This design comes from an exercise in tuning for small area, a short achievable clock period and few clock cycles on the open sky130 flow, not from production work.
Only simulation tests tie the RTL to the original design; equivalence was not proved.
Power is estimated from default activity; no workload was simulated.

==> flow/config.mk <==
export PLATFORM = sky130hd
export DESIGN_NAME = p2rx
export DESIGN_NICKNAME = p2rx
export VERILOG_FILES = /design/flow/design.v
export SDC_FILE = /design/flow/constraint.sdc
export NUM_CORES = 4
export LEC_CHECK = 0
export CAP_MARGIN = 20
export CORE_MARGIN = 2
export CORE_UTILIZATION = 40
export PLACE_DENSITY = 0.6
export SLEW_MARGIN = 20
==> flow/constraint.sdc <==
create_clock -name core_clock -period 8.0 [get_ports {clk}]
set_input_delay 1.6000 -clock core_clock [delete_from_list [all_inputs] [get_ports {clk}]]
set_output_delay 1.6000 -clock core_clock [all_outputs]
set_load 0.01 [all_outputs]
==> flow/design.v <==
module p2rx (
    input  wire        clk,
    input  wire        rst,
    input  wire        in_valid,
    input  wire        in_silence,
    input  wire [7:0]  in_data,
    input  wire        in_last,
    output wire        in_ready,
    output reg         res_valid,
    output reg  [3:0]  res_code,
    output reg  [1:0]  res_hdr_len,
    output reg  [15:0] res_hdr,
    output reg         res_size_set,
    output reg  [7:0]  res_size,
    output reg         res_data_set,
    output reg         res_csum_set,
    output reg  [15:0] res_csum,
    input  wire        rd_en,
    input  wire [7:0]  rd_addr,
    output reg  [7:0]  rd_data
);
    localparam [8:0] CAP = 9'd261;
    localparam [3:0] CODE_OK     = 4'd0;
    localparam [3:0] CODE_CSUM   = 4'd2;
    localparam [3:0] CODE_SILENT = 4'd9;
    localparam [3:0] CODE_HDR    = 4'd10;
    localparam [3:0] CODE_SIZE   = 4'd11;
    localparam [3:0] CODE_DATA   = 4'd12;
    localparam [3:0] CODE_CHK    = 4'd13;
    localparam [1:0] S_RECV   = 2'd0;
    localparam [1:0] S_DECIDE = 2'd1;
    localparam [1:0] S_WALK   = 2'd2;
    localparam [1:0] S_FINISH = 2'd3;
    reg [1:0]  state;
    reg [7:0]  buf_mem [0:260];
    reg [8:0]  cnt;           
    reg [8:0]  idx;           
    reg [15:0] sum;           
    reg [7:0]  csum_hi;
    reg [7:0]  csum_lo;
    assign in_ready = (state == S_RECV);
    wire accept = in_valid && in_ready;
    wire [8:0] rd_index = (state == S_WALK) ? idx : ({1'b0, rd_addr} + 9'd3);
    wire [7:0] rd_byte  = buf_mem[rd_index];
    wire [7:0] b0 = buf_mem[0];
    wire [7:0] b1 = buf_mem[1];
    wire [7:0] sz = buf_mem[2];
    always @(posedge clk) begin
        if (accept && !in_silence && cnt < CAP)
            buf_mem[cnt] <= in_data;
    end
    always @(posedge clk) begin
        if (rd_en)
            rd_data <= rd_byte;
    end
    always @(posedge clk) begin
        if (rst) begin
            state     <= S_RECV;
            cnt       <= 9'd0;
            res_valid <= 1'b0;
        end else begin
            res_valid <= 1'b0;
            case (state)
            S_RECV: begin
                if (accept) begin
                    if (in_silence) begin
                        res_valid    <= 1'b1;
                        res_code     <= CODE_SILENT;
                        res_hdr_len  <= 2'd0;
                        res_hdr      <= 16'd0;
                        res_size_set <= 1'b0;
                        res_size     <= 8'd0;
                        res_data_set <= 1'b0;
                        res_csum_set <= 1'b0;
                        res_csum     <= 16'd0;
                        cnt          <= 9'd0;
                    end else begin
                        if (cnt < CAP)
                            cnt <= cnt + 9'd1;
                        if (in_last)
                            state <= S_DECIDE;
                    end
                end
            end
            S_DECIDE: begin
                res_hdr_len  <= 2'd2;
                res_hdr      <= {b0, b1};
                res_size_set <= 1'b0;
                res_size     <= 8'd0;
                res_data_set <= 1'b0;
                res_csum_set <= 1'b0;
                res_csum     <= 16'd0;
                idx          <= 9'd0;
                sum          <= 16'd0;
                if (cnt == 9'd1) begin
                    res_valid   <= 1'b1;
                    res_code    <= CODE_HDR;
                    res_hdr_len <= 2'd1;
                    res_hdr     <= {b0, 8'd0};
                    state       <= S_RECV;
                    cnt         <= 9'd0;
                end else if (cnt == 9'd2) begin
                    res_valid <= 1'b1;
                    res_code  <= CODE_HDR;
                    state     <= S_RECV;
                    cnt       <= 9'd0;
                end else if (cnt == 9'd3) begin
                    res_valid    <= 1'b1;
                    res_code     <= CODE_SIZE;
                    res_size_set <= 1'b1;
                    res_size     <= sz;
                    state        <= S_RECV;
                    cnt          <= 9'd0;
                end else if (cnt == 9'd4) begin
                    res_valid    <= 1'b1;
                    res_size_set <= 1'b1;
                    res_size     <= sz;
                    if (sz == 8'd0) begin
                        res_code     <= CODE_CHK;
                        res_data_set <= 1'b1;
                    end else begin
                        res_code     <= CODE_DATA;
                    end
                    state <= S_RECV;
                    cnt   <= 9'd0;
                end else if (cnt - 9'd5 != {1'b0, sz}) begin
                    res_valid    <= 1'b1;
                    res_code     <= CODE_DATA;
                    res_size_set <= 1'b1;
                    res_size     <= sz;
                    state        <= S_RECV;
                    cnt          <= 9'd0;
                end else begin
                    state <= S_WALK;
                end
            end
            S_WALK: begin
                if (idx == cnt - 9'd2)
                    csum_hi <= rd_byte;
                else if (idx == cnt - 9'd1)
                    csum_lo <= rd_byte;
                else
                    sum <= sum + {8'd0, rd_byte};
                if (idx == cnt - 9'd1)
                    state <= S_FINISH;
                idx <= idx + 9'd1;
            end
            S_FINISH: begin
                res_valid    <= 1'b1;
                res_code     <= (sum == {csum_hi, csum_lo}) ? CODE_OK : CODE_CSUM;
                res_size_set <= 1'b1;
                res_size     <= sz;
                res_data_set <= 1'b1;
                res_csum_set <= 1'b1;
                res_csum     <= {csum_hi, csum_lo};
                state        <= S_RECV;
                cnt          <= 9'd0;
            end
            endcase
        end
    end
endmodule
==> flow/run.sh <==
#!/bin/bash
# synth_recipe.tcl (not shown) runs the flow's synth.tcl, then flattens the netlist and writes it again
# the make line also repeats each setting of config.mk as NAME=value (left out here)
make -C /OpenROAD-flow-scripts/flow DESIGN_CONFIG=/design/flow/config.mk WORK_HOME=/design/flow/orfs CLKGATE_MAP_FILE= SYNTH_SCRIPT=/design/flow/synth_recipe.tcl finish
==> notes.md <==
syn avg cell area=12.94 sq um; drt drc=0; Synth top cells by count=edfxtp_1 (2210), nor2_1 (976), a21oi_1 (897); synth top area cells=edfxtp_1 (70%), a21oi_1 (4.7%), nor2_1 (3.9%); clk_skew=0.07112 ns; Worst slew margin=13.19%; Post-synth ARST share=0%; clk sink count=2222; Final Max Slew Viols=0; Reg area=66600 sq um; final period utilization=92.29%; htree depth=4; number of flops mapped to enable cells by yosys=2210; initial DRC count=11470; worst-path maximum fanout=24; CP max stage delay=0.66 ns; Netlist cell types=100; CTS Buf Count=219; Synth area leader=edfxtp_1; CP endpoint kind=register; Pre-antenna DRT Iters=8; worst path arrival time=8.00 ns; area grow syn2layout=14.46%; slew at the pin closest to its max-slew limit=1.302 ns; first-pass GRT wire length=503.9 mm; PD cells=243.0 nW/um^2; pre-CTS setup slack=-0.05540 ns; routed via count=70290; routed vias/inst=6.513; clock transition at the registers of the reported paths=0.06 ns; IO buf count=80; critical path class=in -> reg; Yosys warning total=1; Multi-input gate area=25240 sq um; PnR Total Power=26.30 mW; Initial Utilization=40.19%; Placed Area=101100 sq um; final WL=359.3 mm; routability cong.=0.9665; final hold violations=0; GR Overflow Total=0; Clk Latency, worst-skew pair=0.91 ns; setup ws final=0.6171 ns; Tmin final=7.383 ns; setup bufs post-CTS=0; worst-case reg-to-reg path depth=26; core footprint=235200 sq um; CTS tree=done; I/O Pins=81; Synth top area share=70.21%; crit start category=input port; Vert. Die Dim=490.1 microns; initial antenna violation count=23; PostCTS Resize Cnt=0; max-cap violation count=0; CP top delay family=compound AO/OA/AOI/OAI gates; Post-Syn Nets=7355; share of layout cells above drive strength 1=11.03%; total track usage=28.96%; worst-case clock buffer depth=3; FF+latch count, synth=2222; Fmax=135.4 MHz; HPWL after DPL=222.8 mm; RSZ-0062 raised after global routing=no; Nets=7508; worst path required time=8.61 ns; die area=240200 sq um; ys flop type=edfxtp_1; WP buf/inv=7; sequential-to-total area share from yosys stat=70.46%; ANT nets after route=0; outcome=no timing/DRC/antenna violations; Crit. path cell count=26; Min-Delay Path Depth=2; peak supply drop=202.4 uV; Layout Cells excl Fill=10790; vias in the first global route=65460; CTS Hold Buffers Added=0; Fillers=20860; largest net degree at the start of global routing=155; count leader, synth=edfxtp_1; post-route design area=108200 sq um; critical path's slowest cell=o41ai_2; Placed Cells=10390; root buffer cell=clkbuf_16; Setup violations, final=0; Die Width=490.1 microns; Post-Syn Instances=7307; worst hold path type=reg -> reg; WL/cell=33.29 microns; cell row count=178; P_leak=34.41 nW; Synth Cell Area=94520 sq um
power breakdown:
| part | switching, mW | internal, mW | total [mW] | leakage, nW |
|---|---|---|---|---|
| Sequential | 0.0258 | 12.8 | 12.9 | 20.0 |
| Combinational | 2.17 | 0.946 | 3.11 | 11.0 |
| Clock | 4.61 | 5.70 | 10.3 | 3.40 |
| Total | 6.80 | 19.5 | 26.3 | 34.4 |
final timing paths:
check | startpoint | end | slack (ns)
max reg2reg | state[0] | sum[12] | 0.80
max | rd_addr[1] | sum[12] | 0.62
min reg2reg | state[0] | state[0] | 0.54
min | state[0] | state[0] | 0.54
worst min-delay path, stage by stage, from the launching register on:
cell and delay [ns]:
dfxtp_1 0.36, nand2_1 0.08, a21oi_1 0.05
state kept, by name (all words and copies together), names as in the netlist, 2 cells and up, named ones only:
register / count
buf_mem: 2112
res_csum: 16
res_hdr: 16
sum: 16
cnt: 9
idx: 9
csum_hi: 8
csum_lo: 8
rd_data: 8
res_size: 8
res_code: 4
res_hdr_len: 2
per-layer routing:
| layer | vias up | GRT usage, % | part of all wire, % |
|---|---|---|---|
| met2 | 5314 | 42.48 | 43 |
| met1 | 35320 | 39.35 | 37 |
| li1 | 28620 | - | - |
| met4 | 16 | 14.11 | 5.7 |
| met3 | 1020 | 8.433 | 14 |
| met5 | - | 0 | 0.028 |
placed cells by master, fill, tap and decap left out, drive strengths merged, types with 25 or more instances in the layout:
cell and instances:
a211o 27, a211oi 128, a21o 31, a21oi 899, a221oi 57, a22oi 36, a31oi 45, a32oi 27
and2 42, and3 158, buf 450, clkbuf 274, clkdlybuf4s50 71, clkinv 96, edfxtp 2210, ha 25
inv 49, nand2 268, nand2b 27, nand3 118, nor2 979, nor2b 47, nor3 108, nor4 99
o211ai 118, o21ai 396, o221ai 82, o22ai 204, o2bb2ai 37, o31ai 60, or3 94, xnor2 39
through the flow:
| step | hold WS, ns | util [%] | TNS (ns) |
|---|---|---|---|
| finish | 0.5446 | 46.00 | 0 |
| global route | 0.5846 | 45.99 | 0 |
| CTS | 0.5437 | 45.97 | 0 |
| detailed placement | 0.5375 | 43.00 | -0.1173 |
| global placement | 0.5090 | 42.99 | -0.04430 |
| floorplan | 0.4941 | - | 0 |
layout make-up:
cell class	instances	area share, %
Inverter	45	0.1654
Sequential cell	2222	61.56
Clock buffer	270	5.301
Multi-Input combinational cell	4447	23.33
Clock inverter	123	1.171
Antenna cell	11	0.02544
Tap cell	3150	3.643
Timing Repair Buffer	525	4.802
kinds of logic after synthesis:
group                    after synthesis  share of synthesized area, %
adder cells (fa/ha/maj)               26                        0.3521
AND/OR/NAND/NOR                     2019                         9.949
multiplexers                           9                        0.1059
flip-flops                          2222                         70.46
XOR/XNOR                              50                        0.4633
AO/OA/AOI/OAI                       2343                         15.49
buffers and inverters                638                         3.173
Testbench counts, summed over its fixed seeds: cycles 296,058.

-- afterwards: timing with drivers on the ports --
No port has a modelled driver above. Below, the same layout with a new extraction and two added sets of constraints. Step 1 assumes that a clkbuf_16 drives the clock port and a buf_2 every other input. Step 2 times the ports against the registers' clock, not the clock port: input delays grow and output delays shrink by t, the midpoint of the rising clock arrivals with the driver on. a / b / c = no drivers / after step 1 / after step 2; a / b = the first two.
t, ns: 0.983
setup WS [ns]: 0.617 / 0.691 / -0.292
clock arrival spread, ns: 0.079 / 0.079
worst register clock-pin slew, ns: 0.07 / 0.07
With both steps, setup timing fails in this run, where it was met with ideal ports. For this run, drivers alone change the setup slack by +0.074 ns; drivers and shift together by -0.909 ns.
